Source: an optimization exercise on an open RTL-to-GDS flow (aim: small area). Production flows keep margins and buffers that such runs may drop.
Function was checked by simulation only, so behaviour that the tests miss may differ from the original.
Power figures rest on the tool's default switching activity, not on a simulated workload.

==> flow/design.v (excerpt) <==
module btqc (
    input  wire         clk,
    input  wire         rst,           
    input  wire         cmd_valid,
    output wire         cmd_ready,
    input  wire [127:0] cmd_data,
    output wire         resp_valid,
    output reg  [31:0]  resp_data,
    output wire         ev_valid,
    output wire [3:0]   ev_kind,
    output reg  [31:0]  ev_data,
    input  wire         ev_ack,
    input  wire [15:0]  ev_rdata
);
    localparam OP_INIT   = 8'h01, OP_SETCFG = 8'h02, OP_ENQ   = 8'h03,
               OP_CLRQ   = 8'h04, OP_QSIZE  = 8'h05, OP_QBYTES = 8'h06,
               OP_QOVF   = 8'h07, OP_FLUSH  = 8'h08, OP_XFER  = 8'h09,
               OP_FILL   = 8'h0A, OP_COPY   = 8'h0B, OP_SWCOPY = 8'h0C;
    localparam [5:0] S_IDLE    = 6'b00_0000,
                     S_RESP    = 6'b01_0000,
                     S_ENQ     = 6'b10_0000,
                     S_SLOT    = 6'b11_0000,
                     S_PREP    = 6'b11_0000,    
                     S_W1      = 6'b00_0001,    
                     S_W2      = 6'b01_0001,
                     S_W3      = 6'b10_0001,
                     S_W4      = 6'b11_0001,
                     S_SUFFIX  = 6'b00_0010,    
                     S_DW16    = 6'b00_0011,    
  ...
For scale: about 3200 cells after synthesis, roughly 1400 flip-flops, roughly 40000 µm² of cells after synthesis.
==> flow/config.mk <==
export PLATFORM = sky130hd
export DESIGN_NAME = btqc
export DESIGN_NICKNAME = btqc
export VERILOG_FILES = /design/flow/design.v
export SDC_FILE = /design/flow/constraint.sdc
export NUM_CORES = 4
export LEC_CHECK = 0
export CAP_MARGIN = 20
export CORE_MARGIN = 2
export CORE_UTILIZATION = 40
export SLEW_MARGIN = 20
==> flow/constraint.sdc <==
create_clock -name core_clock -period 10.0 [get_ports {clk}]
set_input_delay 2.0000 -clock core_clock [delete_from_list [all_inputs] [get_ports {clk}]]
set_output_delay 2.0000 -clock core_clock [all_outputs]
set_load 0.01 [all_outputs]
standard.sh (not shown) runs the stock make flow with config.mk's settings and CLKGATE_MAP_FILE= SYNTH_SCRIPT=/design/flow/synth_recipe.tcl, a recipe that flattens the netlist after the stock synthesis.
==> flow/flow/run.sh <==
#!/bin/bash
# The standard ORFS layout (standard.sh), with three changes:
#  - synthesis is ORFS's own synthesis script (standard.sh synth), but ABC
#    maps the logic with an area-only script (flow/abc_area.script: dch +
#    amap, no buffering or sizing); flip-flops are mapped before ABC runs,
#    so the registers are those of the standard synthesis
#  - the input and output port buffers are the smallest buffer cell (buf_1)
#  - clock tree: clkbuf_8 leaf clusters of up to 20 sinks, no dummy loads
# Each make run's whole output goes to its own log (synth.log, standard.log);
# ORFS keeps each step's log under orfs/logs/.
set -euo pipefail
rm -rf scripts_area
cp -r "$FLOW_HOME/scripts" scripts_area
cp flow/abc_area.script scripts_area/abc_speed.script
export BUFFER_PORTS_ARGS="-buffer_cell sky130_fd_sc_hd__buf_1"
export CTS_ARGS="-sink_clustering_enable -repair_clock_nets -buf_list sky130_fd_sc_hd__clkbuf_8 -sink_clustering_size 20 -sink_clustering_max_diameter 60 -dont_use_dummy_load"
bash standard.sh SCRIPTS_DIR="$PWD/scripts_area" synth > synth.log 2>&1
bash standard.sh > standard.log 2>&1
==> flow/flow/abc_area.script <==
strash
dch -f
amap
strash
dch -f
amap
topo
stime -c
Next try:
==> flow/flow/run.sh (replaced) <==
#!/bin/bash
# The standard ORFS layout (standard.sh), with two changes:
#  - the input and output port buffers are the smallest buffer cell (buf_1)
#  - clock tree: clkbuf_8 leaf clusters of up to 20 sinks, no dummy loads
# The whole make output goes to standard.log; ORFS keeps each step's log
# under orfs/logs/.
set -euo pipefail
export BUFFER_PORTS_ARGS="-buffer_cell sky130_fd_sc_hd__buf_1"
export CTS_ARGS="-sink_clustering_enable -repair_clock_nets -buf_list sky130_fd_sc_hd__clkbuf_8 -sink_clustering_size 20 -sink_clustering_max_diameter 60 -dont_use_dummy_load"
bash standard.sh > standard.log 2>&1
removed: flow/flow/abc_area.script
Outcome: The changed run ran to the end with no violations; cell count increases by 1.6%; via count decreases by about 1.5%; area after synthesis increases by about 3%; die area increases by 3.1%; critical path depth increases by 2; clock power barely changes; hold slack loses 0.0034 ns; power increases by about 4.5%; clock-buffer cell count is unchanged.
Next try:
==> flow/flow/run.sh (replaced) <==
#!/bin/bash
# The standard ORFS layout (standard.sh), with three changes:
#  - synthesis is ORFS's own synthesis script (standard.sh synth), but ABC
#    maps the logic with an area-only script (flow/abc_area.script: ifraig, dc2, dch +
#    amap, no buffering or sizing); flip-flops are mapped before ABC runs,
#    so the registers are those of the standard synthesis
#  - the input and output port buffers are the smallest buffer cell (buf_1)
#  - clock tree: clkbuf_8 leaf clusters of up to 16 sinks within 50 um, no dummy loads
# Each make run's whole output goes to its own log (synth.log, standard.log);
# ORFS keeps each step's log under orfs/logs/.
set -euo pipefail
rm -rf scripts_area
cp -r "$FLOW_HOME/scripts" scripts_area
cp flow/abc_area.script scripts_area/abc_speed.script
export BUFFER_PORTS_ARGS="-buffer_cell sky130_fd_sc_hd__buf_1"
export CTS_ARGS="-sink_clustering_enable -repair_clock_nets -buf_list sky130_fd_sc_hd__clkbuf_8 -sink_clustering_size 16 -sink_clustering_max_diameter 50 -dont_use_dummy_load"
bash standard.sh SCRIPTS_DIR="$PWD/scripts_area" synth > synth.log 2>&1
bash standard.sh > standard.log 2>&1
==> flow/flow/abc_area.script (new file) <==
strash
ifraig
dc2
dch -f
amap
strash
dch -f
amap
topo
stime -c
Result:
- The new run completed without violations
- critical path depth fell by 5
- maximum frequency stays flat
- sequential share of layout area is higher by 0.75 points
- area after synthesis falls by 3.3%
- design area decreases by about 1.2%
- die area shrinks by about 3.3%
- count of clock-buffer cells in the layout grows by 19
- routed wire length climbs by about 4%
- setup slack improves by 0.018 ns
- core utilization rises by 1.0 points
- worst hold slack gains 0.027 ns
Next try:
==> flow/flow/run.sh (replaced) <==
#!/bin/bash
# The standard ORFS layout (standard.sh), with two changes:
#  - the input and output port buffers are the smallest buffer cell (buf_1)
#  - clock tree: clkbuf_16 leaf clusters of up to 25 sinks, no dummy loads
# The whole make output goes to standard.log; ORFS keeps each step's log
# under orfs/logs/.
set -euo pipefail
export BUFFER_PORTS_ARGS="-buffer_cell sky130_fd_sc_hd__buf_1"
export CTS_ARGS="-sink_clustering_enable -repair_clock_nets -buf_list sky130_fd_sc_hd__clkbuf_16 -sink_clustering_size 25 -sink_clustering_max_diameter 100 -dont_use_dummy_load"
bash standard.sh > standard.log 2>&1
removed: flow/flow/abc_area.script
After rerunning: Cell count came out higher by 1.3%. Routed wire length came out lower by 4.2%. Core utilization came out lower by 0.69 points. Setup slack gets worse by 0.022 ns.
Next try:
==> flow/run.sh (new file) <==
#!/bin/bash
# synth_recipe.tcl (not shown) runs the flow's synth.tcl, then flattens the netlist and writes it again
# the make line also repeats each setting of config.mk as NAME=value (left out here)
make -C /OpenROAD-flow-scripts/flow DESIGN_CONFIG=/design/flow/config.mk WORK_HOME=/design/flow/orfs CLKGATE_MAP_FILE= SYNTH_SCRIPT=/design/flow/synth_recipe.tcl finish
- CTS_BUF_LIST: default -> sky130_fd_sc_hd__clkbuf_16
- CTS_CLUSTER_DIAMETER: default -> 100
- CTS_CLUSTER_SIZE: default -> 25
removed: flow/flow/run.sh
removed: flow/standard.sh
Outcome: Wire length is about the same; via count hardly moves; global-route usage stays flat; die area is unchanged; sequential share of layout area falls by 2.2 points; final cell count grows by 0.86%.

==> what the ideal ports hide <==
How much do the figures lean on ideal ports? The routed layouts below were timed once more, with nothing changed but the port constraints. Step 1 assumes that a clkbuf_16 drives the clock port and a buf_2 every other input. Step 2 also shifts input and output timing later by t, the mid clock arrival at the registers, as if the neighbouring blocks saw the same clock. Slacks: ideal ports / drivers / drivers and shift; pairs: ideal ports / drivers.
run | t, ns | slack for setup (ns) | hold slack, ns | latest minus earliest clock arrival (ns) | worst register clock-pin slew, ns
the first run | 0.808 | 0.343 / 0.277 / 0.393 | 0.257 / 0.257 / 0.257 | 0.099 / 0.099 | 0.12 / 0.12
the second run | 0.828 | 0.280 / 0.214 / 0.280 | 0.254 / 0.254 / 0.254 | 0.101 / 0.101 | 0.12 / 0.12
the third run | 0.836 | 0.298 / 0.229 / 0.366 | 0.280 / 0.280 / 0.280 | 0.088 / 0.087 | 0.10 / 0.10
the fourth run | 0.704 | 0.276 / 0.205 / 0.345 | 0.288 / 0.288 / 0.288 | 0.067 / 0.067 | 0.10 / 0.10
the fifth run | 0.734 | 0.231 / 0.161 / 0.291 | 0.309 / 0.309 / 0.309 | 0.053 / 0.053 | 0.11 / 0.11
After both steps every run listed still meets setup and hold.
